Source: an optimization exercise on an open RTL-to-GDS flow (aim: small area and a short achievable clock period). Production flows keep margins and buffers that such runs may drop.
Where RTL was checked, it was by simulation tests only, not by an equivalence proof against the original.
Power figures rest on the tool's default switching activity, not on a simulated workload.

Design juletre, start of the top module:
module juletre (
    input  wire        clk,
    input  wire        rst,
    input  wire [23:0] cfg_chan_map,
    input  wire        cfg_polarity,
    input  wire [7:0]  cfg_reset_delay_us,
    input  wire        rx_valid,
    input  wire [7:0]  rx_data,
    input  wire        sig_take,
    input  wire [3:0]  pkt_rd_addr,
    output wire [7:0]  pkt_rd_data,
    output wire        pkt_rd_ok,
    output wire        new_data,
    output wire        evt_commit,
    output wire        evt_crc_fail,
    output wire        evt_rx_overrun,
    input  wire        pix_we,
    input  wire [4:0]  pix_addr,
    input  wire [7:0]  pix_wdata,
    input  wire        enc_start,
    input  wire [7:0]  enc_byte,
    output wire [31:0] enc_word,
    input  wire [5:0]  fb_rd_addr,
    output wire [31:0] fb_rd_data,
    output wire        fb_rd_ok,
    input  wire        tx_start,
    output wire        tx_out,
    output wire        tx_busy,
    output wire        enc_ready,
    output wire        enc_busy,
    output wire [1:0]  enc_status
);
For scale: about 160 I/O pins, about 42,000 um2 of cells after synthesis.
clock: 10.0 ns
lec_check: 0
cap_margin: 20
core_margin: 2
core_utilization: 45
place_density: 0.6
setup_slack_margin: 5
slew_margin: 20
standard.sh (not shown) runs the stock make flow with config.mk's settings and CLKGATE_MAP_FILE= SYNTH_SCRIPT=/design/flow/synth_recipe.tcl, a recipe that flattens the netlist after the stock synthesis.
==> flow/flow/run.sh <==
#!/bin/bash
set -euo pipefail
bash standard.sh SETUP_SLACK_MARGIN=5.4 finish > flow_make.log 2>&1
The starting point completed without violations.
==> next run, changes <==
==> flow/flow/run.sh (replaced) <==
#!/bin/bash
set -euo pipefail
bash standard.sh SETUP_SLACK_MARGIN=5.7 "BUFFER_PORTS_ARGS=-buffer_cell sky130_fd_sc_hd__buf_1" finish > flow_make.log 2>&1
CORE_UTILIZATION = 60   (was 45)
CTS_BUF_LIST = sky130_fd_sc_hd__clkbuf_8   (was default)
CTS_CLUSTER_SIZE = 20   (was default)
PLACE_DENSITY = 0.7   (was 0.6)
SETUP_SLACK_MARGIN = default   (was 5)
What happened: The changed run completed with no timing, DRC or antenna violations; maximum frequency climbs by 3.8%; cell area drops by about 2.4%; sequential cell count is unchanged; power drops by 4.3%.
No run of this note included a check of the RTL's function; only the layout flow was run.

---

juletre, a different RTL version from the one above (not shown whole).
Size in the first run: about 3300 cells after synthesis, ~890 flip-flops, ~160 I/O pins, roughly 42000 um^2 of cells after synthesis.
Settings: LEC_CHECK=0, CAP_MARGIN=10, CORE_MARGIN=2, CORE_UTILIZATION=62, PLACE_DENSITY=0.72, SLEW_MARGIN=10; clock period 10.0 ns.
==> flow/flow/run.sh <==
#!/bin/bash
set -euo pipefail
bash standard.sh SETUP_SLACK_MARGIN=5.8 "BUFFER_PORTS_ARGS=-buffer_cell sky130_fd_sc_hd__buf_2" "CTS_ARGS=-sink_clustering_enable -repair_clock_nets -sink_clustering_size 26 -sink_clustering_max_diameter 100 -buf_list sky130_fd_sc_hd__clkbuf_16 -dont_use_dummy_load" finish > flow_make.log 2>&1
Rerun with:
==> flow/flow/run.sh (replaced) <==
#!/bin/bash
set -euo pipefail
bash standard.sh SETUP_SLACK_MARGIN=5.7 "BUFFER_PORTS_ARGS=-buffer_cell sky130_fd_sc_hd__buf_1" "CTS_ARGS=-sink_clustering_enable -repair_clock_nets -sink_clustering_size 18 -sink_clustering_max_diameter 80 -buf_list sky130_fd_sc_hd__clkbuf_16 -dont_use_dummy_load" finish > flow_make.log 2>&1
Settings changed: CAP_MARGIN 10 to 20, CORE_UTILIZATION 62 to 58, PLACE_DENSITY 0.72 to 0.7, SLEW_MARGIN 10 to 20.
=> Synthesized cell count is unchanged; utilization decreases by 4.4 points; register-to-register slack improved by 0.03 ns; global-route usage decreases by 1.7 points; wire length increases by 1.4%; total power increases by 2.1%; design area hardly moves; setup slack got worse by 0.058 ns; clock power increases by 16%.

---

RTL: one of the versions met above, not the one the previous note started from.
Size in the first run: ~160 I/O pins, ~42000 um^2 of cells after synthesis.
==> flow/config.mk <==
export PLATFORM = sky130hd
export DESIGN_NAME = juletre
export DESIGN_NICKNAME = juletre
export VERILOG_FILES = /design/flow/design.v
export SDC_FILE = /design/flow/constraint.sdc
export NUM_CORES = 4
export LEC_CHECK = 0
export CAP_MARGIN = 20
export CORE_MARGIN = 2
export CORE_UTILIZATION = 60
export CTS_BUF_LIST = sky130_fd_sc_hd__clkbuf_4
export PLACE_DENSITY = 0.7
export SLEW_MARGIN = 20
==> flow/constraint.sdc <==
create_clock -name core_clock -period 10.0 [get_ports {clk}]
set_input_delay 2.0000 -clock core_clock [delete_from_list [all_inputs] [get_ports {clk}]]
set_output_delay 2.0000 -clock core_clock [all_outputs]
set_load 0.01 [all_outputs]
==> flow/flow/run.sh <==
#!/bin/bash
set -euo pipefail
bash standard.sh SETUP_SLACK_MARGIN=5.7 "BUFFER_PORTS_ARGS=-buffer_cell sky130_fd_sc_hd__buf_1" finish > flow_make.log 2>&1
The baseline completed with no timing, DRC or antenna violations.
Next try:
==> flow/run.sh (new file) <==
#!/bin/bash
# synth_recipe.tcl (not shown) runs the flow's synth.tcl, then flattens the netlist and writes it again
# the make line also repeats each setting of config.mk as NAME=value (left out here)
make -C /OpenROAD-flow-scripts/flow DESIGN_CONFIG=/design/flow/config.mk WORK_HOME=/design/flow/orfs CLKGATE_MAP_FILE= SYNTH_SCRIPT=/design/flow/synth_recipe.tcl finish
Settings changed: CORE_UTILIZATION 60 to 45, CTS_BUF_LIST sky130_fd_sc_hd__clkbuf_4 to not set, PLACE_DENSITY 0.7 to 0.6, SETUP_SLACK_MARGIN set to 5.
removed: flow/flow/run.sh
removed: flow/standard.sh
The changed run went through all stages and came out clean.
Global-route usage went down by 8.9 points.
Routed wire length went up by 1.6%.
Core utilization went down by 17 points.
Synthesized area stays the same.
No run of this note included a check of the RTL's function; only the layout flow was run.

---

## north
RTL: one of the versions met above, not the one the previous note started from.
Size: roughly 0.042 sq mm of cells after synthesis.
clock: 10.0 ns
lec_check: 0
cap_margin: 10
core_margin: 2
core_utilization: 62
place_density: 0.72
slew_margin: 10
==> flow/flow/run.sh <==
#!/bin/bash
set -euo pipefail
bash standard.sh SETUP_SLACK_MARGIN=6.0 "BUFFER_PORTS_ARGS=-buffer_cell sky130_fd_sc_hd__buf_2" "CTS_ARGS=-sink_clustering_enable -repair_clock_nets -sink_clustering_size 26 -sink_clustering_max_diameter 100 -buf_list sky130_fd_sc_hd__clkbuf_16 -dont_use_dummy_load" finish > flow_make.log 2>&1
## Diff of input files: south against north
Settings: CORE_UTILIZATION changed from 62 to 58; CAP_MARGIN changed from 10 to 20; PLACE_DENSITY changed from 0.72 to 0.7; SLEW_MARGIN changed from 10 to 20.
==> flow/flow/run.sh <==
#!/bin/bash
set -euo pipefail
bash standard.sh SETUP_SLACK_MARGIN=5.7 "BUFFER_PORTS_ARGS=-buffer_cell sky130_fd_sc_hd__buf_1" "CTS_ARGS=-sink_clustering_enable -repair_clock_nets -sink_clustering_size 22 -sink_clustering_max_diameter 100 -buf_list sky130_fd_sc_hd__clkbuf_16 -dont_use_dummy_load" finish > flow_make.log 2>&1
### Flow results
Per the final summary, south finished and its layout is clean on timing, DRC and antenna. Number of standard cells in the final layout excluding fillers, south vs north: up slightly. south does worse than north on register-to-register setup slack. Area taken by flip-flops and latches: south vs north — no meaningful difference. south vs. north: clock network fraction of total power rose by 1.1 points; final routed wire length divided by cell count fell by about 1.1%; half-perimeter wire length after placement rose by 650 um.

-- what the ideal ports hide --
The results above use ideal ports. As a check the final layouts listed here were re-extracted and re-timed, cells and wires unchanged.
Step 1 sets driving cells, clkbuf_16 on the clock port and buf_2 on the other inputs (assumed; they add their load-dependent delay and slew).
Step 2 moves the port delays by t, midway between the first and last clock arrival at a register: inputs arrive t later, outputs are due t later. That takes back most of the time a late clock gives input paths.
a / b / c = no drivers / after step 1 / after step 2; a / b = the first two.
run | t (ns) | slack for setup (ns) | worst hold slack (ns) | slew at the worst register clock pin (ns) | cell pins on the clock port's net
the first run of note 1 | 0.740 | 5.416 / 5.389 / 4.711 | 0.494 / 0.494 / 0.494 | 0.07 / 0.07 | 1
the second run of note 1 | 0.871 | 5.584 / 5.531 / 4.768 | 0.453 / 0.453 / 0.453 | 0.07 / 0.07 | 1
the first run of note 2 | 0.670 | 5.590 / 5.553 / 5.192 | 0.443 / 0.443 / 0.443 | 0.11 / 0.11 | 1
the second run of note 2 | 0.702 | 5.531 / 5.503 / 4.995 | 0.458 / 0.458 / 0.458 | 0.09 / 0.09 | 1
the first run of note 3 | 1.134 | 5.593 / 5.539 / 4.798 | 0.460 / 0.460 / 0.460 | 0.08 / 0.08 | 1
the second run of note 3 | 0.740 | 5.019 / 4.992 / 4.636 | 0.494 / 0.494 / 0.494 | 0.07 / 0.07 | 1
north | 0.674 | 5.577 / 5.532 / 5.387 | 0.459 / 0.459 / 0.459 | 0.12 / 0.12 | 1
south | 0.662 | 5.515 / 5.486 / 5.147 | 0.460 / 0.460 / 0.460 | 0.10 / 0.10 | 1
After both steps setup and hold are still met in every run listed. The setup slack of the second run of note 1, which loses most, moves by -0.053 ns with the drivers and by -0.816 ns with both steps.
